Source: an optimization exercise on an open RTL-to-GDS flow (aim: small area, a short achievable clock period and few clock cycles). Production flows keep margins and buffers that such runs may drop.
The RTL was checked by simulation tests, not by an equivalence proof against the original design.

File: flow/design.v
module bcd_codec (
    input  wire        clk,
    input  wire        rst,
    input  wire        start,
    input  wire        op,        
    input  wire [63:0] amt,
    input  wire [4:0]  scale,
    input  wire [47:0] bcd_in,
    output wire        ready,
    output reg         done,
    output wire        error,
    output wire [47:0] result
);
    localparam [1:0] P_DD = 2'd0, P_CAP = 2'd1, P_DEC = 2'd2;
    reg         busy;
    reg         first;     
    reg  [1:0]  phase;
    reg         op_q;
    reg         err_q;     
    reg         zero_q;    
    reg  [2:0]  ptr;       
    reg  [4:0]  sc;        
    reg         found;     
    reg  [2:0]  newtop;    
    reg  [63:0] b_q;       
    reg  [52:0] acc;       
    reg  [23:0] init;      
    reg         r_op, r_err;    
    wire last = (ptr == 3'd0) & (phase != P_CAP);
    assign ready = ~busy | last;
    wire accept = start & ready;
    reg  [63:0] groups;    
    reg  [7:0]  nze;       
    reg  [3:0]  nzd;       
    reg  [11:0] bad;
    integer i;
    always @(*) begin
        groups = 64'd0;
        for (i = 0; i < 4; i = i + 1)
            groups[16*i +: 10] = {bcd_in[12*i+8 +: 4], 6'b0} + {bcd_in[12*i+8 +: 4], 5'b0}
                               + {bcd_in[12*i+8 +: 4], 2'b0}
                               + {bcd_in[12*i+4 +: 4], 3'b0} + {bcd_in[12*i+4 +: 4], 1'b0}
                               + bcd_in[12*i +: 4];
        for (i = 0; i < 8; i = i + 1) nze[i] = |amt[8*i +: 8];
        for (i = 0; i < 4; i = i + 1) nzd[i] = |bcd_in[12*i +: 12];
        for (i = 0; i < 12; i = i + 1)
            bad[i] = bcd_in[4*i+3] & (bcd_in[4*i+2] | bcd_in[4*i+1]);
    end
    reg [7:0] ohe;
    reg [3:0] ohd;
    reg [2:0] tope, topd;
    reg [7:0] top_b;       
    reg [9:0] top_g;       
    always @(*) begin
        tope  = 3'd0;
        topd  = 3'd0;
        top_b = 8'd0;
        top_g = 10'd0;
        for (i = 0; i < 8; i = i + 1) begin
            ohe[i] = nze[i] & ~(|(nze >> (i + 1)));
            if (ohe[i]) tope = i[2:0];
            top_b = top_b | (amt[8*i +: 8] & {8{ohe[i]}});
        end
        for (i = 0; i < 4; i = i + 1) begin
            ohd[i] = nzd[i] & ~(|(nzd >> (i + 1)));
            if (ohd[i]) topd = i[2:0];
            top_g = top_g | (groups[16*i +: 10] & {10{ohd[i]}});
        end
    end
    wire quick = op ? (|bad) : (scale >= 5'd22);
    reg [11:0] md;         
    reg        mc;
    reg [3:0]  mm;
    integer    mj, mk;
    always @(*) begin
        md = 12'd0;
        for (mk = 7; mk >= 0; mk = mk - 1) begin
            mc = top_b[mk];
            for (mj = 0; mj < 3; mj = mj + 1) begin
                mm = dcell(md[4*mj +: 4]);
                md[4*mj +: 4] = {mm[2:0], mc};
                mc = mm[3];
            end
        end
    end
    wire early = op ? (|nzd[3:1]) & ~(|bad)
                    : (|nze[7:1]) & (scale <= 5'd3 || (scale >= 5'd6 && scale < 5'd22));
    reg [23:0] init_v;
    always @(*) begin
        init_v = 24'd0;
        if (early) begin
            if (op)
                init_v[13:4] = top_g;
            else
                case (scale)
                    5'd0: init_v[12 +: 12] = md;
                    5'd1: init_v[8 +: 12]  = md;
                    5'd2: init_v[4 +: 12]  = md;
                    default: init_v[0 +: 12] = md;
                endcase
        end
    end
    reg  [7:0]  psel;
    reg  [7:0]  bsel;
    reg  [9:0]  grp;
    always @(*) begin
        bsel = 8'd0;
        grp  = 10'd0;
        for (i = 0; i < 8; i = i + 1) begin
            psel[i] = (ptr == i);
            bsel = bsel | (b_q[8*i +: 8] & {8{psel[i]}});
        end
        for (i = 0; i < 4; i = i + 1)
            grp = grp | (b_q[16*i +: 10] & {10{ptr[1:0] == i}});
    end
    wire [7:0]  bits   = bsel & {8{~zero_q}};
    wire [52:0] acc_in = first ? {29'd0, init} : acc;
    function [3:0] dcell;
        input [3:0] a;
        begin
            dcell[3] = (a[2] & a[1]) | (a[2] & a[0]);
            dcell[2] = (a[3] & a[0]) | (a[2] & ~a[1] & ~a[0]);
            dcell[1] = a[3] | (~a[2] & a[1]) | (a[2] & ~a[1] & ~a[0]) | (a[1] & a[0]);
            dcell[0] = a[3] | (~a[2] & a[0]) | (a[2] & ~a[0]);
        end
    endfunction
    wire       cap_ph = (phase == P_CAP);
    wire [3:0] inj = {~cap_ph & (sc == 5'd0), ~cap_ph & (sc == 5'd1), ~cap_ph & (sc == 5'd2),
                      cap_ph | (sc[4:1] != 4'd0 && sc != 5'd2)};
    reg  [12:0] tap;
    always @(*) begin
        tap = 13'd0;
        for (i = 0; i < 13; i = i + 1) tap[i] = (sc == i + 1);
        if (sc > 5'd13) tap[12] = 1'b1;
    end
    reg [51:0] dd_acc;
    reg        dd_ovf;
    reg [7:0]  cap;
    reg        c;
    reg [3:0]  m;
    integer j, k;
    always @(*) begin
        dd_acc = acc_in[51:0];
        dd_ovf = acc_in[52];
        cap    = 8'd0;
        for (k = 7; k >= 0; k = k - 1) begin
            c = 1'b0;
            for (j = 0; j < 13; j = j + 1) begin
                if (j < 4) c = c | (bits[k] & inj[j]);
                m = dcell(dd_acc[4*j +: 4]);
                dd_acc[4*j +: 4] = {m[2:0], c};
                c = m[3];
                cap[k] = cap[k] | (c & tap[j]);
            end
            dd_ovf = dd_ovf | c;
        end
    end
    wire [39:0] h  = acc_in[43:4];
    wire [39:0] o1 = {h[29:0], 10'b0}, o2 = ~{h[34:0], 5'b0};
    wire [39:0] o3 = {h[36:0], 3'b0},  o4 = {30'd0, grp};
    wire [39:0] s1 = o1 ^ o2 ^ o3;
    wire [39:0] c1 = {((o1[38:0] & o2[38:0]) | (o1[38:0] & o3[38:0]) | (o2[38:0] & o3[38:0])), 1'b0};
    wire [39:0] s2 = s1 ^ c1 ^ o4;
    wire [39:0] c2 = {((s1[38:0] & c1[38:0]) | (s1[38:0] & o4[38:0]) | (c1[38:0] & o4[38:0])), 1'b1};
    reg  [39:0] hg, hp, ng, np, hor;
    integer s;
    always @(*) begin
        hg = s2 & c2;
        hp = s2 ^ c2;
        for (s = 1; s < 40; s = s * 2) begin
            ng = hg;
            np = hp;
            for (i = 0; i < 40; i = i + 1)
                if ((i / s) % 2 == 1) begin
                    ng[i] = hg[i] | (hp[i] & hg[(i/s)*s-1]);
                    np[i] = hp[i] & hp[(i/s)*s-1];
                end
            hg = ng;
            hp = np;
        end
        hor = s2 ^ c2 ^ {hg[38:0], 1'b0};
    end
    always @(posedge clk) begin
        if (rst) begin
            busy <= 1'b0;
            done <= 1'b0;
        end else begin
            done <= busy & last;
            if (accept)
                busy <= 1'b1;
            else if (last)
                busy <= 1'b0;
        end
    end
    wire [4:0] sc_drop = (sc > 5'd13) ? 5'd13 : sc;    
    always @(posedge clk) begin
        if (busy & last) begin
            r_op  <= op_q;
            r_err <= err_q;
        end
        init <= accept ? init_v : 24'd0;
        if (accept) begin
            first  <= 1'b1;
            op_q   <= op;
            err_q  <= |bad;
            zero_q <= ~op & (scale >= 5'd22);
            b_q    <= op ? groups : amt;
            phase  <= op ? P_DEC : (scale >= 5'd4 && scale < 5'd22) ? P_CAP : P_DD;
            ptr    <= quick ? 3'd0 : (op ? topd : tope) - {2'd0, early};
            sc     <= (scale >= 5'd4) ? scale - 5'd3 : scale;
            found  <= 1'b0;
        end else begin
            first <= 1'b0;
            ptr   <= ptr - 3'd1;
            if (phase == P_CAP) begin
                for (i = 0; i < 8; i = i + 1)
                    if (psel[i]) b_q[8*i +: 8] <= cap;
                if (~found && cap != 8'd0) begin
                    found  <= 1'b1;
                    newtop <= ptr;
                end
                if (ptr == 3'd0) begin
                    first <= 1'b1;
                    found <= 1'b0;
                    ptr   <= found ? newtop : 3'd0;
                    sc    <= (sc == sc_drop) ? 5'd3 : sc - sc_drop;
                    if (sc == sc_drop) phase <= P_DD;
                end
            end
        end
        if (phase == P_DEC)
            acc <= {acc_in[52:44], hor, acc_in[3:0]};
        else
            acc <= {dd_ovf, dd_acc};
    end
    reg  [47:0] w;
    reg  [11:0] nine;
    always @(*) begin
        for (i = 0; i < 12; i = i + 1) begin
            w[4*i +: 4] = acc[4+4*i +: 4];
            if (~r_op & acc[4+4*i+3]) w[4*i+1 +: 2] = 2'b00;
            nine[i] = acc[4+4*i+3] & acc[4+4*i];
        end
    end
    wire        rnd = acc[2] & (acc[1] | acc[0]);
    reg  [47:0] inc;
    reg  [3:0]  d;
    always @(*) begin
        for (i = 0; i < 12; i = i + 1) begin
            d = w[4*i +: 4];
            if (rnd && (&(nine | ~((12'd1 << i) - 12'd1))))
                inc[4*i +: 4] = nine[i] ? 4'd0 : d + 4'd1;
            else
                inc[4*i +: 4] = d;
        end
    end
    wire enc_ovf = acc[52] | (rnd & (&nine));
    assign result = inc;
    assign error  = r_op ? r_err : enc_ovf;
endmodule
File: flow/run.sh
#!/bin/bash
# synth_recipe.tcl (not shown) runs the flow's synth.tcl, then flattens the netlist and writes it again
# the make line also repeats each setting of config.mk as NAME=value (left out here)
make -C /OpenROAD-flow-scripts/flow DESIGN_CONFIG=/design/flow/config.mk WORK_HOME=/design/flow/orfs CLKGATE_MAP_FILE= SYNTH_SCRIPT=/design/flow/synth_recipe.tcl finish
File: flow/constraint.sdc
create_clock -name core_clock -period 8.0 [get_ports {clk}]
set_input_delay 1.6000 -clock core_clock [delete_from_list [all_inputs] [get_ports {clk}]]
set_output_delay 1.6000 -clock core_clock [all_outputs]
set_load 0.01 [all_outputs]
File: flow/config.mk
export PLATFORM = sky130hd
export DESIGN_NAME = bcd_codec
export DESIGN_NICKNAME = bcd_codec
export VERILOG_FILES = /design/flow/design.v
export SDC_FILE = /design/flow/constraint.sdc
export NUM_CORES = 4
export LEC_CHECK = 0
export ABC_AREA = 1
export CAP_MARGIN = 20
export CORE_MARGIN = 2
export CORE_UTILIZATION = 40
export PLACE_DENSITY = 0.6
export SETUP_SLACK_MARGIN = 3.0
export SLEW_MARGIN = 20
==> flow_summary.json, run 1 <==
{
  "status": "no timing/DRC/antenna violations",
  "drt-initial-drc-count": 1992,
  "synth_area_mm2": 0.0222,
  "dp_cells": 4354,
  "crit_buf_inv": 1,
  "instances_no_fill": 4459,
  "hold_depth": 0,
  "clk_pin_slew_ps": 90,
  "finalSetupTns_ps": 0,
  "area_growth_pct": 21.0,
  "yosys-top-cells-area": "nand2_1 14%, edfxtp_1 11%, ha_1 9.5%, inv_1 8.8%, dfxtp_1 7.4%",
  "worstPathCellList": "clkdlybuf4s50_1, fa_1, fa_1, ha_1, fa_1, nand3_1, and2_1, xor2_1, o22ai_1, o31ai_1, a21oi_2",
  "period_minus_slack_ps": 4980,
  "final-hold-violation-count": 0,
  "diodes": 0,
  "yosysUniqueCellTypes": 67,
  "antenna_found_initial": 0,
  "detail_route.wl_per_cell_um": 18.9,
  "cpMaxStageDelayCell": "fa_1",
  "num_vias": 24500,
  "critPathCaptureType": "flip-flop",
  "cp_top_family": "adder cells",
  "yosys.area.top_type": "nand2_1",
  "fin_hold_ws_ps": 433,
  "cts_buffer_depth": 2,
  "num_rows": 86,
  "fmax_mhz": 201,
  "cts_num_sinks": 161,
  "fin_crit_sh_pct": 62.3,
  "cts-buffers-inserted": 17,
  "synth_nets": 3828,
  "final.setup_skew_ps": 19.4,
  "cp.required_ps": 8360,
  "vias_per_cell": 5.49,
  "cts-root-buf": "clkbuf_16",
  "port_buffers": 171,
  "routed_wirelength_mm": 84.1,
  "tightestPinTransition_ps": 1120,
  "relSlewSlack_pct": 25.0,
  "track_usage_pct": 28.7,
  "nNetsFinal": 4055,
  "cts-htree-levels": 4,
  "drive_above_1_share_pct": 14.2,
  "gp_congestion": 1.00,
  "drc": 0,
  "crit_fanout": 4,
  "maxCapViolations": 0,
  "rsz0062_at_grt": "yes",
  "ff2ff_path_depth": 29,
  "initial_utilization_pct": 40.4,
  "worst-path-stages": 11,
  "firstDrtPassIters": 6,
  "place_hpwl_mm": 68.8,
  "die_y_um": 240,
  "finalSetupViolations": 0,
  "ioPinCount": 172,
  "coreArea_mm2": 0.0550,
  "worst-setup-path-type": "primary input to flip-flop",
  "ant_nets": 0,
  "syn_inst": 3471,
  "start_kind": "primary input",
  "yosysSeqAreaShare_pct": 18.1,
  "grt-ovfl-total": 0,
  "critPathMaxStageDelay_ps": 590,
  "grt_pass1_vias": 22800,
  "synth.avg_cell_area_um2": 6.41,
  "layout_commonest_cell": "nand2_1",
  "final_cell_mix": "812 x nand2_1, 494 x inv_1, 311 x nor2_1",
  "cts_hold_buf": 0,
  "chipWidth_um": 240,
  "cts_tree": "done",
  "ys_warn_count": 1,
  "slew_viol_final": 0,
  "clk_latency_ps": 500,
  "grt_pass1_wl_mm": 126,
  "grt_max_degree": 53,
  "crit_top_cell": "fa_1",
  "critPathArrivalTime_ps": 5340,
  "hold_path_class": "flip-flop to flip-flop",
  "fillers": 5708,
  "die-area_mm2": 0.0575,
  "ys_ff_latch": 161,
  "synth_top_area_share_pct": 14.5
}
## routing by layer
metal	global-route usage, %	wire length [um]	vias up
li1	-	-	12100
met1	33.4	33400	11200
met2	51.4	41000	961
met3	3.54	4930	209
met4	15.2	4760	0
met5	0	0	-
## final cells by class
type / instances / area (um2) / area share [%]
clock buffer: 17 / 425 / 1.58
clock inverter: 15 / 206 / 0.768
inverter: 579 / 2190 / 8.13
multi-input combinational: 2684 / 16700 / 62.1
sequential: 161 / 4040 / 15.0
tap: 748 / 936 / 3.48
timing repair buffer: 255 / 2400 / 8.93
## repair_timing
action,4_1_cts,5_1_grt
cloned,0,2
setup buffers,24,47
endpoints found under the hold margin,0,0
resized for setup,116,185
setup endpoints to repair,103,80
pin swaps,22,56
## cells in the mapped netlist, drive strengths merged
master   instances
a21o             4
or2              6
o21ai          225
buf             18
dfxtp           82
ha             169
o22ai           30
o221ai          18
nand3b           4
a21oi          179
nand2          880
a2111oi          1
o21bai           2
inv            575
a41oi            1
xnor2           18
a221oi          15
nor4            19
and2             4
a22o             1
nor2           394
xor2            41
o31ai            7
and3             4
a22oi           41
clkinv           4
fa              67
nand2b           1
edfxtp          79
mux2i            3
a21boi           4
a32oi            7
a31o             1
o32ai            3
clkbuf          29
o21a            30
o211ai          20
nor3            25
nand4           90
a31oi           18
a211oi           4
o2111ai         10
nor3b            3
nand3          335
## worst reg2reg max path, delay by kind of cell (launching register included)
kind / cells / cell delay (ps)
buffers and inverters: 5 / 710
and+or+nand+nor: 22 / 2420
AOI/OAI and AO/OA: 2 / 930
DFF: 1 / 410
## kinds of logic after synthesis
group / share of synthesized area, %
flip-flops: 18.1
buffers and inverters: 11.0
multiplexers: 0.135
AND/OR/NAND/NOR: 35.6
XOR/XNOR: 2.32
AO/OA/AOI/OAI: 17.3
adder cells (fa/ha/maj): 15.5
## registers in the layout, indices dropped and copies added, names as in the netlist
| name | cells |
|---|---|
| newtop | 3 |
| err_q | 1 |
| acc | 53 |
| sc | 5 |
| busy | 1 |
| init | 22 |
| found | 1 |
| ptr | 3 |
| r_err | 1 |
| b_q | 64 |
| r_op | 1 |
| phase | 2 |
| op_q | 1 |
| done | 1 |
| first | 1 |
| zero_q | 1 |
## worst paths after layout
| check | start | end | slack (ps) |
|---|---|---|---|
| worst min-delay path | op_q$_DFFE_PP_ | r_op$_DFFE_PP_ | 430 |
| worst min register to register | op_q$_DFFE_PP_ | r_op$_DFFE_PP_ | 430 |
| worst max register to register | first$_SDFF_PP1_ | b_q[40]$_DFFE_PP_ | 3270 |
| worst max-delay path | bcd_in[15] | init[11]$_SDFF_PN0_ | 3020 |
## metrics by stage
step / cell area [um2] / setup WS (ps) / utilization [%]
after floorplan: 22200 / 3080 / -
after global placement: 24700 / 1800 / 44.9
after detailed placement: 24700 / 1600 / 44.9
after CTS: 25800 / 2810 / 46.9
after global routing: 26900 / 2850 / 48.9
final: 26900 / 3020 / 48.9
Testbench counts, summed over its fixed seeds: cycles 7,944.
==> run 2: changes to the inputs <==
--- a/flow/config.mk
+++ b/flow/config.mk
@@ -11,4 +11,4 @@
 export CORE_UTILIZATION = 40
 export PLACE_DENSITY = 0.6
-export SETUP_SLACK_MARGIN = 3.0
+export SETUP_SLACK_MARGIN = 3.2
 export SLEW_MARGIN = 20
==> flow_summary.json, run 2 <==
{
  "crit_fanout": 4,
  "clk_latency_ps": 500,
  "critPathMaxStageDelay_ps": 590,
  "yosys_most_used_dff": "dfxtp_1",
  "ys_ff_latch": 161,
  "coreArea_mm2": 0.0550,
  "synth.avg_cell_area_um2": 6.41,
  "clk_pin_slew_ps": 80,
  "grt_pass1_vias": 23200,
  "firstDrtPassIters": 6,
  "finalSetupViolations": 0,
  "yosysUniqueCellTypes": 67,
  "worst-path-stages": 10,
  "slew_viol_final": 0,
  "cts_tree": "done",
  "initial_utilization_pct": 40.4,
  "place_hpwl_mm": 68.3,
  "cpMaxStageDelayCell": "xor2_1",
  "crit_top_cell": "fa_1",
  "async_flop_share_pct": 0,
  "cp.required_ps": 8370,
  "diodes": 0,
  "fmax_mhz": 204,
  "port_buffers": 171,
  "cts-htree-levels": 4,
  "worst-setup-path-type": "primary input to flip-flop",
  "cts_buffer_depth": 2,
  "maxCapViolations": 0,
  "layout_commonest_cell": "nand2_1",
  "num_vias": 24700,
  "synthTopCellsByCount": "858 x nand2_1, 523 x inv_1, 342 x nor2_1",
  "hold_path_class": "flip-flop to flip-flop",
  "num_rows": 86,
  "relSlewSlack_pct": 30.1,
  "worstPathCellList": "clkdlybuf4s50_1, fa_1, fa_1, ha_1, fa_1, a31oi_2, xor2_1, nor2_1, o31ai_1, a21oi_2",
  "utilization_pct": 50.5,
  "rsz0062_at_grt": "yes",
  "top_regs": "b_q: 64 flops, acc: 53 flops, init: 22 flops",
  "grt_max_degree": 51,
  "critPathArrivalTime_ps": 5270,
  "status": "no timing/DRC/antenna violations",
  "crit_buf_inv": 1,
  "synth_edf_count": 79,
  "ioPinCount": 172,
  "chipWidth_um": 240,
  "synth.most_common_cell": "nand2_1",
  "grtUsageMet3_pct": 3.99,
  "synth_nets": 3828,
  "ys_warn_count": 1,
  "period_minus_slack_ps": 4900,
  "finalSetupTns_ps": 0,
  "ff2ff_path_depth": 27,
  "top_usage_layer": "met2",
  "final-hold-violation-count": 0,
  "final.setup_skew_ps": 12.6,
  "grt-ovfl-total": 0,
  "cts-root-buf": "clkbuf_16",
  "start_kind": "primary input",
  "hold_depth": 0,
  "antenna_found_initial": 0,
  "routed_wirelength_mm": 84.7,
  "track_usage_pct": 29.0,
  "syn_inst": 3471,
  "tightestPinTransition_ps": 1040,
  "use_met2_pct": 50.7,
  "cts-buffers-inserted": 17,
  "grtUsageMet1_pct": 33.4,
  "cts_hold_buf": 0,
  "synth_area_mm2": 0.0222,
  "cp_top_family": "adder cells",
  "die-area_mm2": 0.0575,
  "nNetsFinal": 4098,
  "cts_num_sinks": 161,
  "critPathCaptureType": "flip-flop",
  "die_y_um": 240,
  "final_cell_mix": "802 x nand2_1, 474 x inv_1, 301 x nor2_1",
  "drive_above_1_share_pct": 17.4,
  "synth_top_area_share_pct": 14.5,
  "gp_congestion": 0.988,
  "yosys-top-cells-area": "nand2_1 14%, edfxtp_1 11%, ha_1 9.5%, inv_1 8.8%, dfxtp_1 7.4%",
  "vias_per_cell": 5.48,
  "drc": 0,
  "largest_register_ffs": 64,
  "drt-initial-drc-count": 1994,
  "detail_route.wl_per_cell_um": 18.8,
  "fin_crit_sh_pct": 61.2,
  "yosysSeqAreaShare_pct": 18.1,
  "yosys.area.top_type": "nand2_1",
  "ant_nets": 0,
  "top_register": "b_q",
  "area_growth_pct": 25.0,
  "grt_pass1_wl_mm": 127
}
run 2: metal layers:
| layer | wire length [um] | up-vias |
|---|---|---|
| met3 | 4930 | 230 |
| met4 | 5500 | 0 |
| li1 | - | 12100 |
| met5 | 0 | - |
| met2 | 41100 | 906 |
| met1 | 33200 | 11400 |
run 2: timing repair:
action	CTS	global route
pin swaps	36	88
gates cloned	2	2
buffers inserted	41	72
endpoints found under the setup margin	114	123
resized for setup	182	304
run 2: logic make-up after synthesis:
kind of cell	count (synthesis)	share of synthesized area (%)
AND/OR/NAND/NOR	1765	35.6
buffers and inverters	626	11.0
AO/OA/AOI/OAI	621	17.3
adder cells (fa/ha/maj)	236	15.5
flip-flops	161	18.1
XOR/XNOR	59	2.32
multiplexers	3	0.135
run 2: layout make-up:
cell class	count	area, um2
fill	5583	27200
multi-input combinational	2684	17100
sequential	161	4050
timing repair buffer	298	2870
inverter	579	2220
tap	748	936
clock buffer	18	439
clock inverter	14	145
run 2: final timing paths:
kind | from | end | slack [ps]
worst max register to register | first$_SDFF_PP1_ | b_q[48]$_DFFE_PP_ | 3380
worst max-delay path | bcd_in[30] | init[11]$_SDFF_PN0_ | 3100
worst min register to register | err_q$_DFFE_PP_ | r_err$_DFFE_PP_ | 420
worst min-delay path | err_q$_DFFE_PP_ | r_err$_DFFE_PP_ | 420
run 2: per-stage QoR:
stage / instance area, um2 / cells / hold WS, ps / worst slack [ps]
after floorplan: 22200 / 3471 / 400 / 3200
after global placement: 24700 / 4353 / 401 / 1860
after detailed placement: 24700 / 4353 / 407 / 1610
after CTS: 26100 / 4428 / 426 / 2840
after global routing: 27800 / 4502 / 444 / 3020
final: 27800 / 4502 / 425 / 3100
==> run 3: changes to the inputs <==
--- a/flow/config.mk
+++ b/flow/config.mk
@@ -9,6 +9,6 @@
 export CAP_MARGIN = 20
 export CORE_MARGIN = 2
-export CORE_UTILIZATION = 40
-export PLACE_DENSITY = 0.6
-export SETUP_SLACK_MARGIN = 3.2
+export CORE_UTILIZATION = 50
+export PLACE_DENSITY = 0.65
+export SETUP_SLACK_MARGIN = 3.0
 export SLEW_MARGIN = 20
==> flow_summary.json, run 3 <==
{
  "coreArea_mm2": 0.0440,
  "yosys_most_used_dff": "dfxtp_1",
  "maxCapViolations": 0,
  "gp_congestion": 1.01,
  "synth_nets": 3828,
  "cts_num_sinks": 161,
  "clk_pin_slew_ps": 80,
  "grtUsageMet3_pct": 5.62,
  "top_regs": "b_q: 64 flops, acc: 53 flops, init: 22 flops",
  "num_rows": 77,
  "crit_fanout": 5,
  "chipWidth_um": 215,
  "top_usage_layer": "met2",
  "ant_nets": 0,
  "yosysSeqAreaShare_pct": 18.1,
  "fillers": 4204,
  "synth.avg_cell_area_um2": 6.41,
  "area_growth_pct": 20.0,
  "place_hpwl_mm": 72.5,
  "slew_viol_final": 0,
  "drt-initial-drc-count": 2139,
  "antenna_found_initial": 5,
  "clk_latency_ps": 520,
  "yosysUniqueCellTypes": 67,
  "yosys.area.top_type": "nand2_1",
  "port_buffers": 171,
  "fin_crit_sh_pct": 62.7,
  "final-hold-violation-count": 0,
  "drc": 0,
  "top_register": "b_q",
  "grt_max_degree": 51,
  "critPathCaptureType": "flip-flop",
  "firstDrtPassIters": 6,
  "ff2ff_path_depth": 30,
  "cts_tree": "done",
  "dpl_worst_slack_ps": 1690,
  "tightestPinTransition_ps": 1080,
  "status": "no timing/DRC/antenna violations",
  "synth_edf_count": 79,
  "ioPinCount": 172,
  "track_usage_pct": 37.5,
  "cts_buffer_depth": 2,
  "regArea_mm2": 0.00405,
  "multi_input_area_mm2": 0.0167,
  "hold_depth": 0,
  "fmax_mhz": 199,
  "grt-ovfl-total": 0,
  "vias_per_cell": 5.89,
  "final.setup_skew_ps": 24.5,
  "grtUsageMet1_pct": 40.2,
  "utilization_pct": 60.6,
  "rsz0062_at_grt": "yes",
  "cp.required_ps": 8430,
  "grt_pass1_wl_mm": 133,
  "die_y_um": 215,
  "nNetsFinal": 4056,
  "largest_register_ffs": 64,
  "ys_warn_count": 1,
  "rrSetupSlack_ps": 3040,
  "start_kind": "primary input",
  "syn_inst": 3471,
  "detail_route.wl_per_cell_um": 20.6,
  "synth.most_common_cell": "nand2_1",
  "grt_pass1_vias": 24600,
  "relSlewSlack_pct": 27.4,
  "async_flop_share_pct": 0,
  "worst-setup-path-type": "primary input to flip-flop",
  "period_minus_slack_ps": 5020,
  "use_met2_pct": 66.0,
  "synth_top_area_share_pct": 14.5,
  "synth_area_mm2": 0.0222,
  "die-area_mm2": 0.0462,
  "yosys-top-cells-area": "nand2_1 14%, edfxtp_1 11%, ha_1 9.5%, inv_1 8.8%, dfxtp_1 7.4%",
  "cts-buffers-inserted": 17,
  "finalSetupTns_ps": 0,
  "final_cell_mix": "815 x nand2_1, 492 x inv_1, 308 x nor2_1",
  "drive_above_1_share_pct": 14.3,
  "routed_wirelength_mm": 88.8,
  "fin_hold_ws_ps": 424,
  "layout_setup_ws_ps": 2980,
  "critPathArrivalTime_ps": 5450,
  "cts-htree-levels": 4,
  "initial_utilization_pct": 50.5,
  "cpMaxStageDelayCell": "clkdlybuf4s50_1",
  "synthTopCellsByCount": "858 x nand2_1, 523 x inv_1, 342 x nor2_1",
  "finalSetupViolations": 0,
  "crit_top_cell": "nand2_2",
  "cts-root-buf": "clkbuf_16",
  "num_vias": 25300,
  "layout_commonest_cell": "nand2_1",
  "hold_path_class": "flip-flop to flip-flop",
  "critPathMaxStageDelay_ps": 420,
  "ys_ff_latch": 161
}
[run 3: final cells by class]
cell class,count,share of cell area [%]
multi-input cells,2684,62.5
well taps,592,2.78
clock buffers,17,1.59
repair inverters,1,0.0188
inverters,579,8.21
diodes,3,0.0281
clock inverters,15,0.708
repair buffers,255,8.98
flip-flops and latches,161,15.2
[run 3: cells by family (layout without fill, tap and decap cells)]
| kind of cell | after synthesis | count (layout) | share of synthesized area [%] |
|---|---|---|---|
| flip-flops | 161 | 161 | 18.1 |
| adder cells (fa/ha/maj) | 236 | 236 | 15.5 |
| AND/OR/NAND/NOR | 1765 | 1765 | 35.6 |
| other | 0 | 3 | 0 |
| AO/OA/AOI/OAI | 621 | 621 | 17.3 |
| multiplexers | 3 | 3 | 0.135 |
| XOR/XNOR | 59 | 59 | 2.32 |
| buffers and inverters | 626 | 867 | 11.0 |
[run 3: per-stage QoR]
step                instances  area (um2)
finish                   4307       26700
global route             4307       26700
CTS                      4266       25700
detailed placement       4205       24600
global placement         4205       24600
floorplan                3471       22200
[run 3: repair_timing]
item	4_1_cts	5_1_grt
hold buffers	0	0
endpoints found under the hold margin	0	0
gates cloned	0	1
resized for setup	131	180
endpoints found under the setup margin	90	112
setup buffers	29	36
pin swaps	20	60
[run 3: routing by layer]
layer | vias up | wire length, um
met5 | - | 13
met4 | 2 | 7580
met3 | 351 | 5550
met2 | 1187 | 43000
met1 | 11700 | 32600
li1 | 12100 | -
[run 3: path summary, 6_finish.rpt]
kind / start / end
max: amt[45] / init[11]$_SDFF_PN0_
min: err_q$_DFFE_PP_ / r_err$_DFFE_PP_
max reg2reg: ptr[1]$_DFF_P_ / b_q[48]$_DFFE_PP_
min reg2reg: err_q$_DFFE_PP_ / r_err$_DFFE_PP_
[run 3: worst max-delay path: cells and delay by family]
kind | cells | cell delay, ps
simple gates | 23 | 2610
buf+inv | 6 | 850
compound gates | 4 | 370
==> run 4: changes to the inputs <==
==> flow/flow/run.sh (new file) <==
#!/bin/bash
# The standard layout (the standard.sh: ORFS synthesis through finish),
# with the ports buffered by plain buffers (sky130_fd_sc_hd__buf_1) instead
# of the delay buffers ORFS's buffer_ports picks by default. Every port still
# gets its buffer; nothing else changes.
set -euo pipefail
export BUFFER_PORTS_ARGS="-buffer_cell sky130_fd_sc_hd__buf_1"
bash standard.sh > standard.log 2>&1
==> flow/standard.sh (new file) <==
#!/bin/bash
# synth_recipe.tcl (not shown) runs the flow's synth.tcl, then flattens the netlist and writes it again
# the make line also repeats each setting of config.mk as NAME=value (left out here)
make -C /OpenROAD-flow-scripts/flow DESIGN_CONFIG=/design/flow/config.mk WORK_HOME=/design/flow/orfs CLKGATE_MAP_FILE= SYNTH_SCRIPT=/design/flow/synth_recipe.tcl "${@:-finish}"
--- a/flow/config.mk
+++ b/flow/config.mk
@@ -9,6 +9,6 @@
 export CAP_MARGIN = 20
 export CORE_MARGIN = 2
-export CORE_UTILIZATION = 50
-export PLACE_DENSITY = 0.65
+export CORE_UTILIZATION = 40
+export PLACE_DENSITY = 0.6
 export SETUP_SLACK_MARGIN = 3.0
 export SLEW_MARGIN = 20
removed: flow/run.sh
==> flow_summary.json, run 4 <==
{
  "status": "no timing/DRC/antenna violations",
  "grt_max_degree": 54,
  "fmax_mhz": 202,
  "ioPinCount": 172,
  "slew_viol_final": 0,
  "utilization_pct": 46.0,
  "layout_setup_ws_ps": 3060,
  "yosys-top-cells-area": "nand2_1 14%, edfxtp_1 11%, ha_1 9.5%, inv_1 8.8%, dfxtp_1 7.4%",
  "synth_top_area_share_pct": 14.5,
  "synth.most_common_cell": "nand2_1",
  "final_area_mm2": 0.0253,
  "critPathCaptureType": "output port",
  "nNetsFinal": 4033,
  "ant_nets": 0,
  "fin_crit_sh_pct": 61.8,
  "fillers": 5844,
  "cts_hold_buf": 0,
  "gp_congestion": 0.968,
  "cts-htree-levels": 4,
  "yosys.area.top_type": "nand2_1",
  "relSlewSlack_pct": 25.1,
  "drive_above_1_share_pct": 11.9,
  "ys_ff_latch": 161,
  "critPathArrivalTime_ps": 3340,
  "yosys_most_used_dff": "dfxtp_1",
  "final_cell_mix": "835 x nand2_1, 505 x inv_1, 313 x nor2_1",
  "detail_route.wl_per_cell_um": 18.7,
  "tightestPinTransition_ps": 1120,
  "hold_path_class": "flip-flop to flip-flop",
  "finalSetupTns_ps": 0,
  "synthMuxAreaShare_pct": 0.135,
  "hold_depth": 0,
  "cts_buffer_depth": 2,
  "cp.required_ps": 6400,
  "yosysUniqueCellTypes": 67,
  "top_regs": "b_q: 64 flops, acc: 53 flops, init: 22 flops",
  "drt-initial-drc-count": 2082,
  "grt_pass1_wl_mm": 126,
  "rrSetupSlack_ps": 3250,
  "num_rows": 86,
  "synth_xor_area_share_pct": 2.32,
  "area_growth_pct": 13.8,
  "synth-compound-area-share_pct": 17.3,
  "synthSimpleGateAreaFrac_pct": 35.6,
  "final.setup_skew_ps": 26.7,
  "grt-ovfl-total": 0,
  "antenna_found_initial": 3,
  "ff2ff_path_depth": 27,
  "period_minus_slack_ps": 4940,
  "cts_tree": "done",
  "maxCapViolations": 0,
  "synth_nets": 3828,
  "finalSetupViolations": 0,
  "vias_per_cell": 5.48,
  "instances_no_fill": 4439,
  "coreArea_mm2": 0.0550,
  "synthTopCellsByCount": "858 x nand2_1, 523 x inv_1, 342 x nor2_1",
  "dp_cells": 4357,
  "layout_commonest_cell": "nand2_1",
  "firstDrtPassIters": 7,
  "grt_pass1_vias": 23000,
  "clk_latency_ps": 480,
  "die_y_um": 240,
  "largest_register_ffs": 64,
  "async_flop_share_pct": 0,
  "cts_num_sinks": 161,
  "die-area_mm2": 0.0575,
  "clk_pin_slew_ps": 80,
  "initial_utilization_pct": 40.4,
  "rsz0062_at_grt": "yes",
  "cts-root-buf": "clkbuf_16",
  "syn_inst": 3471,
  "worst-setup-path-type": "flip-flop to output port",
  "synth_edf_count": 79,
  "num_vias": 24300,
  "cts-buffers-inserted": 17,
  "synth_area_mm2": 0.0222,
  "placed_area_mm2": 0.0237,
  "drc": 0,
  "final-hold-violation-count": 0,
  "routed_wirelength_mm": 83.0,
  "dpl_worst_slack_ps": 1830,
  "ys_warn_count": 1,
  "yosysSeqAreaShare_pct": 18.1,
  "top_register": "b_q",
  "synth_top_family_by_area": "simple AND/OR/NAND/NOR gates",
  "chipWidth_um": 240,
  "start_kind": "flip-flop",
  "synth.avg_cell_area_um2": 6.41,
  "crit_fanout": 7,
  "track_usage_pct": 28.4,
  "port_buffers": 171,
  "synth_fa_ha_area_share_pct": 15.5,
  "place_hpwl_mm": 68.2
}
-- run 4: cell counts after synthesis --
No cell type changed its count.
-- run 4: metrics by stage --
step,hold slack (ps)
2_1_floorplan,400
3_3_place_gp,402
3_5_place_dp,408
4_1_cts,426
5_1_grt,440
6_report,423
-- run 4: kinds of logic after synthesis --
| group | after synthesis |
|---|---|
| DFF | 161 |
| muxes | 3 |
| and+or+nand+nor | 1765 |
| xor gates and xnor gates | 59 |
| adders and majority gates | 236 |
| AOI/OAI and AO/OA | 621 |
| buffers and inverters | 626 |
-- run 4: path summary, 6_finish.rpt --
kind | startpoint | endpoint
worst max-delay path | acc[20]$_DFF_P_ | result[46]
worst min-delay path | op_q$_DFFE_PP_ | r_op$_DFFE_PP_
worst max register to register | first$_SDFF_PP1_ | acc[41]$_DFF_P_
worst min register to register | op_q$_DFFE_PP_ | r_op$_DFFE_PP_
-- run 4: cell type report --
cell class,instances,area [um2],area share [%]
clock inverter,13,144,0.569
timing repair buffer,233,1180,4.65
antenna,2,5.00,0.0198
clock buffer,19,433,1.71
sequential,161,4040,16.0
tap,748,936,3.70
inverter,579,2180,8.61
multi-input combinational,2684,16400,64.8
-- run 4: layer usage --
metal,share of wire [%],GRT usage (%),up-vias
met1,41,33.6,11200
met2,48,50.0,956
met5,0,0,-
li1,-,-,12000
met3,6.0,3.80,202
met4,5.6,14.9,0
-- run 4: critical path: stages, from the launching register on --
cell	delay, ps
dfxtp_1	520
nand2_1	260
nor2_2	280
nand4_1	300
nor4_4	560
nand4_1	240
nor2_1	240
a21oi_1	90
nor3_1	190
buf_1	200
-- run 4: repair_timing --
| item | 4_1_cts | 5_1_grt |
|---|---|---|
| pin swaps | 13 | 24 |
| resized for setup | 65 | 122 |
| setup endpoints to repair | 81 | 79 |
| cloned | 0 | 2 |
| buffers inserted | 23 | 23 |
==> run 5: changes to the inputs <==
--- a/flow/config.mk
+++ b/flow/config.mk
@@ -11,4 +11,4 @@
 export CORE_UTILIZATION = 40
 export PLACE_DENSITY = 0.6
-export SETUP_SLACK_MARGIN = 3.0
+export SETUP_SLACK_MARGIN = 3.2
 export SLEW_MARGIN = 20
==> flow_summary.json, run 5 <==
{
  "synth_area_mm2": 0.0222,
  "highest_layer": "met4",
  "initial_utilization_pct": 40.4,
  "nNetsFinal": 4056,
  "drive_above_1_share_pct": 14.6,
  "drc": 0,
  "cts_buffer_depth": 2,
  "finalSetupViolations": 0,
  "clk_pin_slew_ps": 80,
  "cts_num_sinks": 161,
  "relSlewSlack_pct": 25.5,
  "start_kind": "flip-flop",
  "grt_max_degree": 51,
  "ioPinCount": 172,
  "area_growth_pct": 17.1,
  "critPathArrivalTime_ps": 3230,
  "whs_endpoint": "r_op$_DFFE_PP_",
  "drt-met1-wl_mm": 34.0,
  "chipWidth_um": 240,
  "hold_path_class": "flip-flop to flip-flop",
  "crit_fanout": 3,
  "yosys_most_used_dff": "dfxtp_1",
  "hold_start": "op_q$_DFFE_PP_",
  "top_regs": "b_q: 64 flops, acc: 53 flops, init: 22 flops",
  "yosys-top-cells-area": "nand2_1 14%, edfxtp_1 11%, ha_1 9.5%, inv_1 8.8%, dfxtp_1 7.4%",
  "ff2ff_path_depth": 32,
  "diodes": 0,
  "track_usage_pct": 28.9,
  "yosys.area.top_type": "nand2_1",
  "fmax_mhz": 207,
  "rrSetupSlack_ps": 3420,
  "regToRegStartpoint": "first$_SDFF_PP1_",
  "cts-buffers-inserted": 17,
  "antenna_found_initial": 0,
  "rsz0062_at_grt": "yes",
  "cts_tree": "done",
  "largest_register_ffs": 64,
  "num_vias": 24500,
  "port_buffers": 171,
  "met2_wirelength_mm": 39.4,
  "critPathCaptureType": "output port",
  "vias_per_cell": 5.49,
  "final_cell_mix": "819 x nand2_1, 495 x inv_1, 302 x nor2_1",
  "routed_wirelength_mm": 83.5,
  "place_hpwl_mm": 67.9,
  "maxCapViolations": 0,
  "layout_commonest_cell": "nand2_1",
  "synthTopCellsByCount": "858 x nand2_1, 523 x inv_1, 342 x nor2_1",
  "synth_edf_count": 79,
  "gp_congestion": 0.985,
  "utilization_pct": 47.3,
  "syn_inst": 3471,
  "hold_depth": 0,
  "final.setup_skew_ps": 16.9,
  "detail_route.wl_per_cell_um": 18.7,
  "coreArea_mm2": 0.0550,
  "die_y_um": 240,
  "status": "no timing/DRC/antenna violations",
  "grt_pass1_vias": 23000,
  "cp.required_ps": 6400,
  "ant_nets": 0,
  "synth_nets": 3828,
  "synth_top_area_share_pct": 14.5,
  "num_rows": 86,
  "reg2reg_to": "b_q[40]$_DFFE_PP_",
  "top_register": "b_q",
  "slew_viol_final": 0,
  "final-hold-violation-count": 0,
  "period_minus_slack_ps": 4830,
  "drt-initial-drc-count": 1806,
  "worst-setup-path-type": "flip-flop to output port",
  "ys_ff_latch": 161,
  "grt-ovfl-total": 0,
  "die-area_mm2": 0.0575,
  "cts-htree-levels": 4,
  "cts-root-buf": "clkbuf_16",
  "cts_hold_buf": 0,
  "tightestPinTransition_ps": 1110,
  "fin_crit_sh_pct": 60.4,
  "yosysUniqueCellTypes": 67,
  "yosysSeqAreaShare_pct": 18.1,
  "wl_met3_mm": 4.54,
  "synth.most_common_cell": "nand2_1",
  "firstDrtPassIters": 6,
  "finalSetupTns_ps": 0,
  "clk_latency_ps": 500,
  "async_flop_share_pct": 0,
  "ys_warn_count": 1,
  "grt_pass1_wl_mm": 127,
  "synth.avg_cell_area_um2": 6.41
}
run 5: cell count changes in the layout (fill, tap and decap cells not counted), sizes merged:
| cell | change |
|---|---|
| buf | +23 |
| clkbuf | -1 |
| clkinv | +4 |
| diode | -2 |
| inv | +1 |
| clkinvlp | -4 |
run 5: per-layer routing:
layer,up-vias,track usage [%]
met5,-,0
met4,0,18.5
met3,219,3.69
met2,904,49.3
met1,11300,34.1
li1,12000,-
run 5: how the worst max path moves through the flow:
stage	from	to	cells past startpoint
floorplan	first$_SDFF_PP1_	acc[43]$_DFF_P_	33
global placement	acc[2]$_DFF_P_	error	21
detailed placement	acc[2]$_DFF_P_	error	21
CTS	acc[11]$_DFF_P_	error	21
global route	acc[11]$_DFF_P_	error	21
finish	acc[2]$_DFF_P_	result[45]	21
run 5: area by class of cell:
class | instances | area, um2
fill | 5770 | 29000
tap | 748 | 936
timing repair buffer | 256 | 1400
inverter | 579 | 2210
multi-input combinational | 2684 | 16900
clock buffer | 18 | 439
clock inverter | 14 | 163
sequential | 161 | 4040
run 5: kinds of logic (layout without fill, tap and decap cells):
kind of cell / count (synthesis) / in the layout / synth area share, %
AO/OA/AOI/OAI: 621 / 621 / 17.3
XOR/XNOR: 59 / 59 / 2.32
adder cells (fa/ha/maj): 236 / 236 / 15.5
buffers and inverters: 626 / 867 / 11.0
flip-flops: 161 / 161 / 18.1
multiplexers: 3 / 3 / 0.135
AND/OR/NAND/NOR: 1765 / 1765 / 35.6
run 5: worst max-delay path, stage by stage (launching register included):
cell,delay (ps)
dfxtp_1,320
inv_1,90
a21oi_4,190
inv_4,60
nor2_4,90
inv_2,70
nor2_4,120
nand2_4,80
nor4_4,200
inv_1,120
nor2_4,120
inv_4,60
nor3_4,190
inv_2,80
nor2_4,110
nand2_2,80
nor2_4,110
buf_4,130
buf_6,100
mux2i_4,230
nor2_4,60
buf_6,110
run 5: what timing repair did:
item,CTS,global route
setup endpoints to repair,107,92
setup buffers,36,33
gates cloned,2,1
pin swaps,17,44
resized for setup,100,213
run 5: per-stage QoR:
stage                     hold WS [ps]  instances  instance area, um2  setup WS (ps)
final                              427       4460               26000           3170
after global routing               454       4460               26000           2990
after CTS                          428       4425               24900           2870
after detailed placement           410       4355               23600           1740
after global placement             401       4355               23600           1940
after floorplan                    400       3471               22200           3200
==> run 6: changes to the inputs <==
--- a/flow/config.mk
+++ b/flow/config.mk
@@ -10,5 +10,6 @@
 export CORE_MARGIN = 2
 export CORE_UTILIZATION = 40
+export CTS_BUF_LIST = sky130_fd_sc_hd__clkbuf_4 sky130_fd_sc_hd__clkbuf_8
 export PLACE_DENSITY = 0.6
-export SETUP_SLACK_MARGIN = 3.2
+export SETUP_SLACK_MARGIN = 3.0
 export SLEW_MARGIN = 20
==> flow_summary.json, run 6 <==
{
  "status": "no timing/DRC/antenna violations",
  "top_register": "b_q",
  "fillers": 5872,
  "place_hpwl_mm": 68.2,
  "synth_edf_count": 79,
  "routed_wirelength_mm": 82.3,
  "synth.avg_cell_area_um2": 6.41,
  "relSlewSlack_pct": 26.4,
  "firstDrtPassIters": 6,
  "cts-htree-levels": 4,
  "cts_tree": "done",
  "synth_top_area_share_pct": 14.5,
  "whs_endpoint": "r_op$_DFFE_PP_",
  "final_cell_mix": "838 x nand2_1, 504 x inv_1, 316 x nor2_1",
  "vias_per_cell": 5.48,
  "placed_area_mm2": 0.0237,
  "syn_inst": 3471,
  "hold_depth": 0,
  "drive_above_1_share_pct": 11.5,
  "drt-initial-drc-count": 2218,
  "final_area_mm2": 0.0249,
  "regArea_mm2": 0.00403,
  "synth_area_mm2": 0.0222,
  "die_y_um": 240,
  "gp_congestion": 0.968,
  "reg2reg_to": "acc[41]$_DFF_P_",
  "grt_max_degree": 54,
  "clk_latency_ps": 540,
  "hold_start": "op_q$_DFFE_PP_",
  "yosysUniqueCellTypes": 67,
  "die-area_mm2": 0.0575,
  "synthTopCellsByCount": "858 x nand2_1, 523 x inv_1, 342 x nor2_1",
  "track_usage_pct": 28.5,
  "grt-ovfl-total": 0,
  "antenna_found_initial": 1,
  "layout_commonest_cell": "nand2_1",
  "ys_warn_count": 1,
  "rsz0062_at_grt": "yes",
  "cts_hold_buf": 0,
  "final.setup_skew_ps": 29.4,
  "top_regs": "b_q: 64 flops, acc: 53 flops, init: 22 flops",
  "finalSetupTns_ps": 0,
  "detail_route.wl_per_cell_um": 18.6,
  "critPathCaptureType": "output port",
  "ff2ff_path_depth": 32,
  "yosys-top-cells-area": "nand2_1 14%, edfxtp_1 11%, ha_1 9.5%, inv_1 8.8%, dfxtp_1 7.4%",
  "dpl_worst_slack_ps": 1830,
  "regToRegStartpoint": "acc[4]$_DFF_P_",
  "crit_fanout": 7,
  "nNetsFinal": 4018,
  "worst-setup-path-type": "flip-flop to output port",
  "fin_crit_sh_pct": 61.3,
  "hold_path_class": "flip-flop to flip-flop",
  "ant_nets": 0,
  "yosys_most_used_dff": "dfxtp_1",
  "cts-root-buf": "clkbuf_8",
  "ioPinCount": 172,
  "cts-buffers-inserted": 17,
  "ys_ff_latch": 161,
  "chipWidth_um": 240,
  "final-hold-violation-count": 0,
  "port_buffers": 171,
  "multi_input_area_mm2": 0.0163,
  "grt_pass1_vias": 23000,
  "synth.most_common_cell": "nand2_1",
  "yosysSeqAreaShare_pct": 18.1,
  "tightestPinTransition_ps": 1100,
  "maxCapViolations": 0,
  "period_minus_slack_ps": 4900,
  "finalSetupViolations": 0,
  "cts_num_sinks": 161,
  "cts_buffer_depth": 2,
  "cp.required_ps": 6400,
  "clk_pin_slew_ps": 110,
  "async_flop_share_pct": 0,
  "largest_register_ffs": 64,
  "start_kind": "flip-flop",
  "slew_viol_final": 0,
  "rrSetupSlack_ps": 3290,
  "layout_setup_ws_ps": 3100,
  "area_growth_pct": 12.2,
  "drc": 0,
  "initial_utilization_pct": 40.4,
  "fmax_mhz": 204,
  "yosys.area.top_type": "nand2_1",
  "num_vias": 24200,
  "num_rows": 86,
  "grt_pass1_wl_mm": 126,
  "critPathArrivalTime_ps": 3300,
  "coreArea_mm2": 0.0550,
  "synth_nets": 3828
}
## run 6: cell counts after synthesis
Identical to the previous run, type by type.
## run 6: layer usage
layer | vias up | global-route usage (%) | part of all wire [%]
li1 | 12000 | - | -
met1 | 11100 | 33.7 | 40
met2 | 986 | 49.7 | 47
met3 | 208 | 3.86 | 6.5
met4 | 0 | 15.3 | 6.0
met5 | - | 0 | 0
## run 6: final cells by class
| class | instances | area share (%) |
|---|---|---|
| diodes | 1 | 0.0100 |
| clock inverters | 13 | 0.577 |
| inverters | 579 | 8.73 |
| well taps | 748 | 3.75 |
| flip-flops and latches | 161 | 16.2 |
| clock buffers | 19 | 0.998 |
| repair buffers | 218 | 4.26 |
| multi-input cells | 2684 | 65.5 |
## run 6: per-stage QoR
| step | utilization, % | hold WS (ps) | std cells |
|---|---|---|---|
| after floorplan | - | 400 | 3471 |
| after global placement | 43.0 | 402 | 4357 |
| after detailed placement | 43.0 | 408 | 4357 |
| after CTS | 44.4 | 434 | 4409 |
| after global routing | 45.4 | 450 | 4422 |
| final | 45.4 | 432 | 4423 |
## run 6: repair_timing
item                                    CTS  global route
endpoints found under the setup margin   81            84
gates resized for setup                  60           115
pin swaps                                13            19
buffers inserted                         20            11
gates cloned                              0             2
## run 6: worst max path at each step
stage                     start                   to  slack [ps]
3_5_place_dp     acc[2]$_DFF_P_                error        1830
6_report        acc[20]$_DFF_P_           result[46]        3100
2_1_floorplan  first$_SDFF_PP1_      acc[43]$_DFF_P_        3080
4_1_cts          acc[7]$_DFF_P_                error        2830
3_3_place_gp     acc[2]$_DFF_P_                error        2000
5_1_grt                 amt[52]  init[11]$_SDFF_PN0_        2950
## run 6: cells by family (layout without fill, tap and decap cells)
logic type | Yosys count | count (layout) | share of synthesized area (%)
and+or+nand+nor | 1765 | 1765 | 35.6
buffers and inverters | 626 | 829 | 11.0
AOI/OAI and AO/OA | 621 | 621 | 17.3
adders and majority gates | 236 | 236 | 15.5
DFF | 161 | 161 | 18.1
xor gates and xnor gates | 59 | 59 | 2.32
muxes | 3 | 3 | 0.135
other | 0 | 1 | 0
## run 6: worst max-delay path, cell delays in order (launching register included)
cell and delay, ps:
dfxtp_2 440, nand2_1 220, nor2_2 280, nand4_1 310, nor4_4 570, nand4_1 240
nor2_1 240, a21oi_1 90, nor3_1 190, buf_1 200
==> run 7: changes to the inputs <==
--- a/flow/config.mk
+++ b/flow/config.mk
@@ -12,4 +12,4 @@
 export CTS_BUF_LIST = sky130_fd_sc_hd__clkbuf_4 sky130_fd_sc_hd__clkbuf_8
 export PLACE_DENSITY = 0.6
-export SETUP_SLACK_MARGIN = 3.0
+export SETUP_SLACK_MARGIN = 2.8
 export SLEW_MARGIN = 20
==> flow_summary.json, run 7 <==
{
  "status": "no timing/DRC/antenna violations",
  "maxCapViolations": 0,
  "fmax_mhz": 201,
  "ff2ff_path_depth": 28,
  "async_flop_share_pct": 0,
  "drive_above_1_share_pct": 9.77,
  "slew_viol_final": 0,
  "crit_fanout": 7,
  "start_kind": "flip-flop",
  "chipWidth_um": 240,
  "detail_route.wl_per_cell_um": 18.4,
  "top_regs": "b_q: 64 flops, acc: 53 flops, init: 22 flops",
  "final-hold-violation-count": 0,
  "period_minus_slack_ps": 4980,
  "synth.avg_cell_area_um2": 6.41,
  "grt_pass1_wl_mm": 126,
  "tightestPinTransition_ps": 1090,
  "grtUsageMet1_pct": 33.6,
  "cts-root-buf": "clkbuf_8",
  "multi_input_area_mm2": 0.0161,
  "nNetsFinal": 4010,
  "ioPinCount": 172,
  "top_usage_layer": "met2",
  "final_cell_mix": "848 x nand2_1, 513 x inv_1, 331 x nor2_1",
  "critPathCaptureType": "output port",
  "regArea_mm2": 0.00402,
  "gp_congestion": 0.968,
  "top_register": "b_q",
  "clk_pin_slew_ps": 110,
  "cts_buffer_depth": 2,
  "vias_per_cell": 5.45,
  "ys_ff_latch": 161,
  "yosysUniqueCellTypes": 67,
  "synth.most_common_cell": "nand2_1",
  "diodes": 0,
  "yosys.area.top_type": "nand2_1",
  "grtUsageMet3_pct": 3.83,
  "synth_edf_count": 79,
  "port_buffers": 171,
  "hold_path_class": "flip-flop to flip-flop",
  "num_vias": 24000,
  "num_rows": 86,
  "layout_commonest_cell": "nand2_1",
  "grt-ovfl-total": 0,
  "yosysSeqAreaShare_pct": 18.1,
  "cts_num_sinks": 161,
  "initial_utilization_pct": 40.4,
  "coreArea_mm2": 0.0550,
  "fin_hold_ws_ps": 432,
  "utilization_pct": 44.7,
  "relSlewSlack_pct": 26.7,
  "largest_register_ffs": 64,
  "routed_wirelength_mm": 81.1,
  "grt_pass1_vias": 22900,
  "yosys_most_used_dff": "dfxtp_1",
  "place_hpwl_mm": 68.2,
  "die_y_um": 240,
  "firstDrtPassIters": 10,
  "use_met2_pct": 49.7,
  "area_growth_pct": 10.6,
  "cts-buffers-inserted": 17,
  "fin_crit_sh_pct": 62.3,
  "ant_nets": 0,
  "hold_depth": 0,
  "ys_warn_count": 1,
  "finalSetupTns_ps": 0,
  "grt_max_degree": 54,
  "antenna_found_initial": 0,
  "die-area_mm2": 0.0575,
  "cts_tree": "done",
  "synth_top_area_share_pct": 14.5,
  "synth_nets": 3828,
  "clk_latency_ps": 540,
  "drc": 0,
  "synth_area_mm2": 0.0222,
  "critPathArrivalTime_ps": 3380,
  "final.setup_skew_ps": 27.9,
  "cts-htree-levels": 4,
  "rsz0062_at_grt": "yes",
  "synthTopCellsByCount": "858 x nand2_1, 523 x inv_1, 342 x nor2_1",
  "cp.required_ps": 6400,
  "worst-setup-path-type": "flip-flop to output port",
  "drt-initial-drc-count": 2008,
  "syn_inst": 3471,
  "yosys-top-cells-area": "nand2_1 14%, edfxtp_1 11%, ha_1 9.5%, inv_1 8.8%, dfxtp_1 7.4%",
  "finalSetupViolations": 0,
  "track_usage_pct": 28.4,
  "fillers": 5912
}
run 7: kinds of logic after synthesis:
family                   share of synthesized area, %
multiplexers                                    0.135
AO/OA/AOI/OAI                                    17.3
adder cells (fa/ha/maj)                          15.5
flip-flops                                       18.1
buffers and inverters                            11.0
XOR/XNOR                                         2.32
AND/OR/NAND/NOR                                  35.6
run 7: metrics by stage:
step,instances,cell area [um2],setup slack (ps)
after floorplan,3471,22200,3080
after global placement,4357,23700,2000
after detailed placement,4357,23700,1830
after CTS,4404,24300,2720
after global routing,4414,24600,2740
final,4414,24600,3020
run 7: layout make-up:
type,instances,share of cell area (%)
multi-input combinational,2684,65.5
sequential,161,16.4
inverter,579,8.84
timing repair buffer,210,3.93
tap,748,3.81
clock buffer,19,1.01
clock inverter,13,0.585
run 7: final timing paths:
kind                                       start  slack [ps]                   to
worst min register to register    op_q$_DFFE_PP_         430       r_op$_DFFE_PP_
worst max register to register  first$_SDFF_PP1_        3130  newtop[1]$_DFFE_PP_
worst min-delay path              op_q$_DFFE_PP_         430       r_op$_DFFE_PP_
worst max-delay path             acc[20]$_DFF_P_        3020           result[46]
run 7: critical path, cell delays in order (launching register included):
cell	delay, ps
dfxtp_1	520
nand2_1	250
nor2_2	280
nand4_1	290
nor4_4	530
nand4_1	250
nor2_1	250
a21oi_1	90
nor3_1	190
buf_1	200
run 7: timing repair:
item / in CTS / in global routing
hold buffers: 0 / 0
pin swaps: 12 / 14
buffers inserted: 15 / 10
setup endpoints to repair: 63 / 67
endpoints found under the hold margin: 0 / 0
resized for setup: 46 / 49
run 7: layer usage:
layer	part of all wire, %	vias up	wire [um]
met5	0	-	0
li1	-	11900	-
met1	40	11000	32800
met2	48	909	38700
met3	6.2	183	5060
met4	5.6	0	4560
==> run 8: changes to the inputs <==
--- a/flow/config.mk
+++ b/flow/config.mk
@@ -12,4 +12,4 @@
 export CTS_BUF_LIST = sky130_fd_sc_hd__clkbuf_4 sky130_fd_sc_hd__clkbuf_8
 export PLACE_DENSITY = 0.6
-export SETUP_SLACK_MARGIN = 2.8
+export SETUP_SLACK_MARGIN = 3.2
 export SLEW_MARGIN = 20
==> flow_summary.json, run 8 <==
{
  "layout_commonest_cell": "nand2_1",
  "vias_per_cell": 5.49,
  "clk_latency_ps": 580,
  "yosysSeqAreaShare_pct": 18.1,
  "relSlewSlack_pct": 29.2,
  "cts_buffer_depth": 2,
  "die-area_mm2": 0.0575,
  "initial_utilization_pct": 40.4,
  "synth_area_mm2": 0.0222,
  "firstDrtPassIters": 7,
  "crit_top_cell": "buf_6",
  "period_minus_slack_ps": 4870,
  "critPathArrivalTime_ps": 3270,
  "top_regs": "b_q: 64 flops, acc: 53 flops, init: 22 flops",
  "final.setup_skew_ps": 19.9,
  "grt_pass1_vias": 23000,
  "yosys-top-cells-area": "nand2_1 14%, edfxtp_1 11%, ha_1 9.5%, inv_1 8.8%, dfxtp_1 7.4%",
  "crit_fanout": 2,
  "gp_congestion": 0.985,
  "synth.most_common_cell": "nand2_1",
  "track_usage_pct": 28.8,
  "worstPathCellList": "inv_2, a21oi_4, inv_4, nor2_4, inv_2, nor2_4, nand2_4, nor4_4, inv_1, nor2_4, inv_4, nor3_4, inv_2, buf_6, buf_6, buf_6, buf_6, buf_6, buf_6, nand2_4, nor2_2, buf_2",
  "placed_area_mm2": 0.0236,
  "rsz0062_at_grt": "yes",
  "worst-setup-path-type": "flip-flop to output port",
  "detail_route.wl_per_cell_um": 18.8,
  "grt-ovfl-total": 0,
  "diodes": 0,
  "drive_above_1_share_pct": 15.1,
  "final_area_mm2": 0.0259,
  "async_flop_share_pct": 0,
  "reg2reg_to": "b_q[48]$_DFFE_PP_",
  "num_vias": 24500,
  "regToRegStartpoint": "first$_SDFF_PP1_",
  "cts-htree-levels": 4,
  "fin_crit_sh_pct": 60.9,
  "antenna_found_initial": 0,
  "critPathMaxStageDelay_ps": 330,
  "tightestPinTransition_ps": 1050,
  "drc": 0,
  "synthTopCellsByCount": "858 x nand2_1, 523 x inv_1, 342 x nor2_1",
  "cts_tree": "done",
  "finalSetupTns_ps": 0,
  "routed_wirelength_mm": 83.9,
  "ioPinCount": 172,
  "clk_pin_slew_ps": 110,
  "place_hpwl_mm": 67.9,
  "port_buffers": 171,
  "dp_cells": 4355,
  "num_rows": 86,
  "cts_num_sinks": 161,
  "hold_depth": 0,
  "largest_register_ffs": 64,
  "maxCapViolations": 0,
  "cts_hold_buf": 0,
  "synth_edf_count": 79,
  "final_cell_mix": "816 x nand2_1, 492 x inv_1, 300 x nor2_1",
  "yosys_most_used_dff": "dfxtp_1",
  "die_y_um": 240,
  "status": "no timing/DRC/antenna violations",
  "synth_top_area_share_pct": 14.5,
  "cts-buffers-inserted": 17,
  "fmax_mhz": 205,
  "slew_viol_final": 0,
  "syn_inst": 3471,
  "hold_path_class": "flip-flop to flip-flop",
  "yosysUniqueCellTypes": 67,
  "chipWidth_um": 240,
  "finalSetupViolations": 0,
  "coreArea_mm2": 0.0550,
  "ys_warn_count": 1,
  "instances_no_fill": 4472,
  "area_growth_pct": 16.5,
  "cp.required_ps": 6400,
  "whs_endpoint": "r_op$_DFFE_PP_",
  "critPathCaptureType": "output port",
  "ff2ff_path_depth": 30,
  "ant_nets": 0,
  "rrSetupSlack_ps": 3380,
  "grt_pass1_wl_mm": 127,
  "cts-root-buf": "clkbuf_8",
  "nNetsFinal": 4068,
  "top_register": "b_q",
  "cpMaxStageDelayCell": "dfxtp_2",
  "grt_max_degree": 51,
  "yosys.area.top_type": "nand2_1",
  "synth.avg_cell_area_um2": 6.41,
  "final-hold-violation-count": 0,
  "hold_start": "op_q$_DFFE_PP_",
  "start_kind": "flip-flop",
  "synth_nets": 3828,
  "ys_ff_latch": 161,
  "utilization_pct": 47.1,
  "drt-initial-drc-count": 1982
}
==> run 8: through the flow <==
step,setup WS [ps],hold slack [ps]
3_5_place_dp,1740,410
2_1_floorplan,3200,400
5_1_grt,2950,461
4_1_cts,2770,436
3_3_place_gp,1940,401
6_report,3130,434
==> run 8: worst max-delay path, delay by kind of cell, from the launching register on <==
| family | cells | cell delay (ps) |
|---|---|---|
| AOI/OAI and AO/OA | 1 | 200 |
| buffers and inverters | 13 | 1180 |
| DFF | 1 | 330 |
| and+or+nand+nor | 8 | 960 |
==> run 8: logic make-up after synthesis <==
kind of cell / after synthesis / synth area share [%]
buffers and inverters: 626 / 11.0
and+or+nand+nor: 1765 / 35.6
AOI/OAI and AO/OA: 621 / 17.3
adders and majority gates: 236 / 15.5
xor gates and xnor gates: 59 / 2.32
muxes: 3 / 0.135
DFF: 161 / 18.1
==> run 8: how the worst max path moves through the flow <==
stage,start,to,depth (start not counted)
after floorplan,first$_SDFF_PP1_,acc[43]$_DFF_P_,33
after global placement,acc[2]$_DFF_P_,error,21
after detailed placement,acc[2]$_DFF_P_,error,21
after CTS,acc[8]$_DFF_P_,error,21
after global routing,acc[11]$_DFF_P_,error,21
final,acc[1]$_DFF_P_,result[34],22
==> run 8: final cells by class <==
class                   count  area [um2]
multi-input cells        2684       16800
fillers                  5833       29100
repair buffers            268        1490
well taps                 748         936
clock inverters            14         163
inverters                 579        2210
clock buffers              18         248
flip-flops and latches    161        4040
==> run 8: metal layers <==
layer | GRT usage, % | wire [um] | up-vias
met1 | 34.0 | 33800 | 11300
met2 | 49.5 | 40100 | 924
met5 | 0 | 0 | -
li1 | - | - | 12100
met3 | 3.56 | 4750 | 212
met4 | 18.4 | 5290 | 0
==> run 8: timing repair <==
item	in CTS	in global routing
setup buffers	35	46
gates resized for setup	91	223
cloned	2	1
pin swaps	21	59
setup endpoints to repair	102	89

-- separate check: timing with driven ports --
How much do the figures lean on ideal ports? The routed layouts below were timed once more, with nothing changed but the port constraints.
Step 1 sets driving cells, clkbuf_16 on the clock port and buf_2 on the other inputs (assumed; they add their load-dependent delay and slew).
Step 2 also shifts input and output timing later by t, the mid clock arrival at the registers, as if the neighbouring blocks saw the same clock.
Slacks: ideal / step 1 / step 2; pairs: ideal / step 1.
run | shift t [ns] | slack for setup (ns) | latest minus earliest clock arrival (ns) | pins driven straight from the clock port
run 1 | 0.550 | 3.016 / 2.971 / 2.502 | 0.023 / 0.023 | 1
run 2 | 0.549 | 3.102 / 3.131 / 2.582 | 0.012 / 0.012 | 1
run 3 | 0.565 | 2.982 / 2.990 / 2.425 | 0.025 / 0.025 | 1
run 4 | 0.520 | 3.056 / 2.998 / 2.725 | 0.026 / 0.026 | 1
run 5 | 0.553 | 3.169 / 3.111 / 2.719 | 0.018 / 0.018 | 1
run 6 | 0.581 | 3.096 / 3.043 / 2.685 | 0.030 / 0.030 | 1
run 7 | 0.577 | 3.016 / 2.960 / 2.605 | 0.028 / 0.028 | 1
run 8 | 0.627 | 3.129 / 3.075 / 2.751 | 0.020 / 0.020 | 1
After both steps every run listed still meets setup and hold. For run 3, which loses most, drivers alone change the setup slack by +0.008 ns; drivers and shift together by -0.557 ns.
